From an optimization exercise on the open Yosys and OpenROAD flow, aimed at small area; shortcuts taken in it are not production practice. Where RTL was checked, it was by simulation tests only, not by an equivalence proof against the original. The flow treats the clock pin as an ideal source, which a real chip does not have. Power is estimated from default activity; no workload was simulated.

// segcodec
module segcodec (
    input             clk,
    input             rst,
    input             h_req,
    input             h_we,
    input      [1:0]  h_size,     
    input      [12:0] h_addr,
    input      [31:0] h_wdata,
    output            h_done,
    output reg        h_err,
    output reg [31:0] h_rdata,
    output reg        mem_en,
    output reg        mem_we,
    output reg [3:0]  mem_be,
    output reg [8:0]  mem_addr,
    output reg [31:0] mem_wdata,
    input      [31:0] mem_rdata
);
For scale: about 1,000 cells after synthesis.
export LEC_CHECK = 0
export ABC_AREA = 1
export CAP_MARGIN = 20
export CORE_MARGIN = 2
export CORE_UTILIZATION = 45
export GPL_TIMING_DRIVEN = 0
export SLEW_MARGIN = 20
create_clock -name core_clock -period 6.0 [get_ports {clk}]
standard.sh (not shown) runs the stock make flow with config.mk's settings and CLKGATE_MAP_FILE= SYNTH_SCRIPT=/design/flow/synth_recipe.tcl, a recipe that flattens the netlist after the stock synthesis.
==> flow/flow/run.sh <==
#!/bin/bash
# Standard ORFS layout (the standard.sh) with three changes:
#  - minimum-size port buffers (buf_1) instead of the resizer's pick,
#  - a small balanced clock tree built by hand before CTS (flow/clocktree.tcl):
#    one root buffer and sixteen leaf buffers (TritonCTS then skips the net),
#  - an area-targeted ABC restructuring of the combinational logic after
#    floorplan (registers are left as synthesised).
set -euo pipefail
here=$(pwd)
export BUFFER_PORTS_ARGS="-buffer_cell sky130_fd_sc_hd__buf_1"
export CTS_ARGS="-sink_clustering_enable -repair_clock_nets -dont_use_dummy_load -buf_list {sky130_fd_sc_hd__clkbuf_4 sky130_fd_sc_hd__clkbuf_8}"
export PRE_CTS_TCL="$here/flow/clocktree.tcl"
export CLOCK_LEAVES=16
export CLOCK_LEAF_CELL=sky130_fd_sc_hd__clkbuf_4
export CLOCK_ROOT_CELL=sky130_fd_sc_hd__clkbuf_8
export POST_FLOORPLAN_TCL="$here/flow/restructure.tcl"
export RESTRUCTURE_DIR="$here/restructure"
mkdir -p "$RESTRUCTURE_DIR"
python3 flow/filter_lib.py "$FLOW_HOME/platforms/sky130hd/lib/sky130_fd_sc_hd__tt_025C_1v80.lib" "$RESTRUCTURE_DIR/abc.lib" > filter_lib.log 2>&1
bash standard.sh > standard.log 2>&1
Other scripts of this flow, unchanged in this note and not shown: flow/flow/clocktree.tcl, flow/flow/filter_lib.py, flow/flow/restructure.tcl
Edit:
--- a/flow/design.v
+++ b/flow/design.v
@@ -105,21 +105,21 @@
     wire rx_kill = st_rst ||
                    ((st_fin || (h_done && !p[0])) && (lastop == 4'd2) &&
                     ((cause != 3'd0) || (rxr[15:14] != 2'b01)));
     wire opb = rbit & keep & st_sum;
     wire s   = csum_r[0] ^ opb ^ cy;
     wire co  = (csum_r[0] & opb) | (csum_r[0] & cy) | (opb & cy);
     always @(*) begin
         mem_en    = (act && (is_frame || (cmd_wr && enc_go))) || st_prime ||
                     (st_sum && qok) || (st_fin && is_enc);
         mem_we    = (st_idle && h_we) || wz || st_fin;
-        mem_addr  = pinc[13:5] | h_addr[10:2] | {8'd0, st_fin};
+        mem_addr  = pinc[13:5] | (st_idle ? h_addr[10:2] : 9'd0) | {8'd0, st_fin};
         mem_be    = (4'b1000 >> ksel) | {4{st_idle && !h_addr[12]}} | {1'b0, st_fin, 2'b00};
         mem_wdata = st_idle ? (h_addr[12] ? {4{h_wdata[7:0]}} : tx_hdr)
                             : {csum_r & {16{st_fin}}, 16'd0};
     end
     always @(*) begin
         if (h_addr[12]) h_rdata = {24'd0, rbyte};
         else case (h_addr[4:2])
             3'd0: h_rdata = 32'd0;
             3'd1: h_rdata = status;
             3'd2: h_rdata = tx_hdr;
=> Via count hardly moves. Design area drops slightly. Hold slack improved by 16 ps. Maximum frequency drops by a few percent. Worst setup slack got worse by 190 ps. Wire length drops slightly. Sequential power barely changes.
Function not checked in the first run of this note: the RTL went through the layout flow alone.

RTL: one of the versions met above, not the one the previous note started from.
Size in the first run: about 130 flip-flops, ~7200 um^2 of cells after synthesis.
Settings: LEC_CHECK=0, ABC_AREA=1, CAP_MARGIN=20, CORE_MARGIN=2, CORE_UTILIZATION=45, GPL_TIMING_DRIVEN=0, SLEW_MARGIN=20; clock period 6.0 ns.
==> flow/flow/run.sh <==
#!/bin/bash
# Standard ORFS layout (the standard.sh) with three changes:
#  - minimum-size port buffers (buf_1) instead of the resizer's pick,
#  - a small balanced clock tree built by hand before CTS (flow/clocktree.tcl):
#    one root buffer and ten leaf buffers (TritonCTS then skips the net),
#  - an area-targeted ABC restructuring of the combinational logic after
#    floorplan (registers are left as synthesised).
set -euo pipefail
here=$(pwd)
export BUFFER_PORTS_ARGS="-buffer_cell sky130_fd_sc_hd__buf_1"
export CTS_ARGS="-sink_clustering_enable -repair_clock_nets -dont_use_dummy_load -buf_list {sky130_fd_sc_hd__clkbuf_4 sky130_fd_sc_hd__clkbuf_8}"
export PRE_CTS_TCL="$here/flow/clocktree.tcl"
export CLOCK_LEAVES=10
export CLOCK_LEAF_CELL=sky130_fd_sc_hd__clkbuf_8
export CLOCK_ROOT_CELL=sky130_fd_sc_hd__clkbuf_8
export POST_FLOORPLAN_TCL="$here/flow/restructure.tcl"
export RESTRUCTURE_DIR="$here/restructure"
mkdir -p "$RESTRUCTURE_DIR"
python3 flow/filter_lib.py "$FLOW_HOME/platforms/sky130hd/lib/sky130_fd_sc_hd__tt_025C_1v80.lib" "$RESTRUCTURE_DIR/abc.lib" > filter_lib.log 2>&1
bash standard.sh > standard.log 2>&1
Other scripts of this flow, unchanged in this note and not shown: flow/flow/clocktree.tcl, flow/flow/filter_lib.py, flow/flow/restructure.tcl
==> next run, changes <==
--- a/flow/design.v
+++ b/flow/design.v
@@ -20,32 +20,32 @@
                      S_RST = 3'd5;
     reg [2:0]  state;
     reg [2:0]  tx_flags;    
     reg [10:0] tx_len;
     reg [5:0]  tx_seq;
     reg [5:0]  tx_ackn;
     reg [3:0]  lastop;      
     reg [2:0]  cause;
+    reg        rxv;         
     reg [31:0] rxr;         
     reg [15:0] csum_r;      
     reg [15:0] ra, rb;      
     reg [13:0] p;           
     reg        cy;          
     wire st_idle  = (state == S_IDLE);
     wire st_prime = (state == S_PRIME);
     wire st_rst   = (state == S_RST);
     wire st_sum   = (state == S_SUM);
     wire st_fin   = (state == S_FIN);
     assign h_done = (state == S_DONE);
     wire [31:0] tx_hdr = {2'b01, tx_flags, tx_len, 2'b00, tx_seq, 2'b00, tx_ackn};
     wire        err    = |cause;
     wire        valid  = (lastop == 4'd2) && (cause == 3'd0);
     wire [31:0] status = {20'd0, lastop, 1'b0, cause, 2'b00, valid, err};
-    wire        rxv    = rxr[14];    
     wire [31:0] rx_hdr = rxv ? {1'b0, 1'b1, rxr[13:0], rxr[31:16]} : 32'd0;
     wire [10:0] plen   = (rx_hdr[26:16] > 11'd1440) ? 11'd1440 : rx_hdr[26:16];
     wire is_reg   = (h_addr[12:5] == 8'd0) && (h_size == 2'd2) && (h_addr[1:0] == 2'b00);
     wire is_frame = h_addr[12] && (h_addr[11:0] < 12'h5A6) && (h_size == 2'd0);
     always @(*) h_err = !(is_reg || is_frame);
     wire       ph31   = &p[4:0];
     wire       a_rs   = (h_addr[4:2] == 3'd5);           
     wire       act    = st_idle && h_req && (&p[4:1]) && (p[0] != a_rs);
@@ -97,19 +97,16 @@
     always @(posedge clk) lt_q <= lt_now;
     wire        lt       = p[0] ? lt_q : lt_now;
     wire        f45      = (idx[10:1] == 10'd2);
     wire        keep     = lt && !(is_enc && f45);
     wire        in_frame = idx < 11'd1446;
     wire        wz       = st_sum && is_enc && !keep && in_frame && (c[2:0] != 3'd7);
     wire        qok      = pinc[13:5] < 9'd362;
     wire cap = st_sum && is_dec && (p[13:5] == 9'd0);
-    wire rx_kill = st_rst ||
-                   ((st_fin || (h_done && !p[0])) && (lastop == 4'd2) &&
-                    ((cause != 3'd0) || (rxr[15:14] != 2'b01)));
     wire opb = rbit & keep & st_sum;
     wire s   = csum_r[0] ^ opb ^ cy;
     wire co  = (csum_r[0] & opb) | (csum_r[0] & cy) | (opb & cy);
     always @(*) begin
         mem_en    = (act && (is_frame || (cmd_wr && enc_go))) || st_prime ||
                     (st_sum && qok) || (st_fin && is_enc);
         mem_we    = (st_idle && h_we) || wz || st_fin;
         mem_addr  = pinc[13:5] | (st_idle ? h_addr[10:2] : 9'd0) | {8'd0, st_fin};
@@ -127,43 +124,45 @@
             3'd4: h_rdata = {16'd0, csum_r};
             3'd5: h_rdata = {16'd0, ra};    
             3'd6: h_rdata = {16'd0, ra};    
             default: h_rdata = {21'd0, plen};
         endcase
     end
     always @(posedge clk) begin
         csum_r <= {(st_rst || st_prime) ? 1'b0 : s ^ inv, csum_r[15:1]};
-        rxr    <= {cap ? rbit : rxr[0], rxr[31:15], rxr[14] & !rx_kill, rxr[13:1]};
+        rxr    <= {cap ? rbit : rxr[0], rxr[31:1]};
         ra     <= st_rst ? 16'd0 : (reg_wr && ((h_addr[4:2] == 3'd5) || (h_addr[4:2] == 3'd6)))
                                 ? h_wdata[15:0] : rb;
         rb     <= ra;
     end
     always @(posedge clk) begin
         if (rst) begin
             state    <= S_RST;
             tx_flags <= 3'd0;
             tx_len   <= 11'd0;
             tx_seq   <= 6'd0;
             tx_ackn  <= 6'd0;
             lastop   <= 4'd0;
             cause    <= 3'd0;
+            rxv      <= 1'b0;
             p        <= 14'd0;
             cy       <= 1'b0;
         end else begin
             p  <= pinc[13:0];
             cy <= st_sum & co;
             case (state)
                 S_IDLE: if (act) begin
                     state <= go ? S_PRIME : S_DONE;
                     if (reg_wr) begin
                         case (h_addr[4:2])
                             3'd0: if (opw != 4'd0) begin
                                 lastop <= opw;
                                 cause  <= cause0;
+                                if (opw == 4'd2) rxv <= 1'b0;
                             end
                             3'd2: begin
                                 tx_flags <= h_wdata[29:27];
                                 tx_len   <= h_wdata[26:16];
                                 tx_seq   <= h_wdata[13:8];
                                 tx_ackn  <= h_wdata[5:0];
                             end
                             default: ;
@@ -171,17 +170,20 @@
                     end
                 end
                 S_PRIME: if (ph31) state <= S_SUM;
                 S_SUM: begin
                     if (is_dec && inv && !s) cause <= 3'd2;
                     if (pend) state <= S_FIN;
                 end
                 S_FIN: begin
-                    if (is_dec && (cause == 3'd0) && (rxr[15:14] != 2'b01)) cause <= 3'd3;
+                    if (is_dec && (cause == 3'd0)) begin
+                        if (rxr[15:14] != 2'b01) cause <= 3'd3;
+                        else                     rxv   <= 1'b1;
+                    end
                     state <= S_DONE;
                 end
-                S_RST: if (ph31) state <= S_IDLE;
+                S_RST: if (&p[3:0]) state <= S_IDLE;
                 default: state <= S_IDLE;
             endcase
         end
     end
 endmodule
Routed wire length goes up slightly.
Total power increases slightly.
Sequential power climbs slightly.
First-iteration DRC count came out lower by a little under a tenth.
Via count stays flat.
Critical path depth decreases by 7.
Area after synthesis drops by a few percent.
Flip-flop and latch count rises by 1.
Global-route usage climbs by 1.3 points.
Utilization climbs by 2.0 points.

## port drivers added, routing unchanged
The flow's constraints put no driver on any port. The routed layouts listed below were extracted and timed again, unchanged, in two steps. Step 1 sets driving cells, clkbuf_16 on the clock port and buf_2 on the other inputs (assumed; they add their load-dependent delay and slew). Step 2 also shifts input and output timing later by t, the mid clock arrival at the registers, as if the neighbouring blocks saw the same clock. a / b / c = ideal ports / drivers / drivers and shift; a / b = the first two.
run	t (ns)	slack for setup (ns)	slew at the worst register clock pin (ns)	pins driven straight from the clock port
the first run of note 1	0.491	0.503 / 0.476 / 0.479	0.11 / 0.11	1
the second run of note 1	0.490	0.314 / 0.278 / 0.508	0.10 / 0.10	1
the first run of note 2	0.460	0.384 / 0.346 / 0.467	0.11 / 0.11	1
the second run of note 2	0.462	0.264 / 0.225 / 0.552	0.10 / 0.10	1
After both steps setup and hold are still met in every run listed. The setup slack of the first run of note 1, which loses most, moves by -0.027 ns with the drivers and by -0.024 ns with both steps.
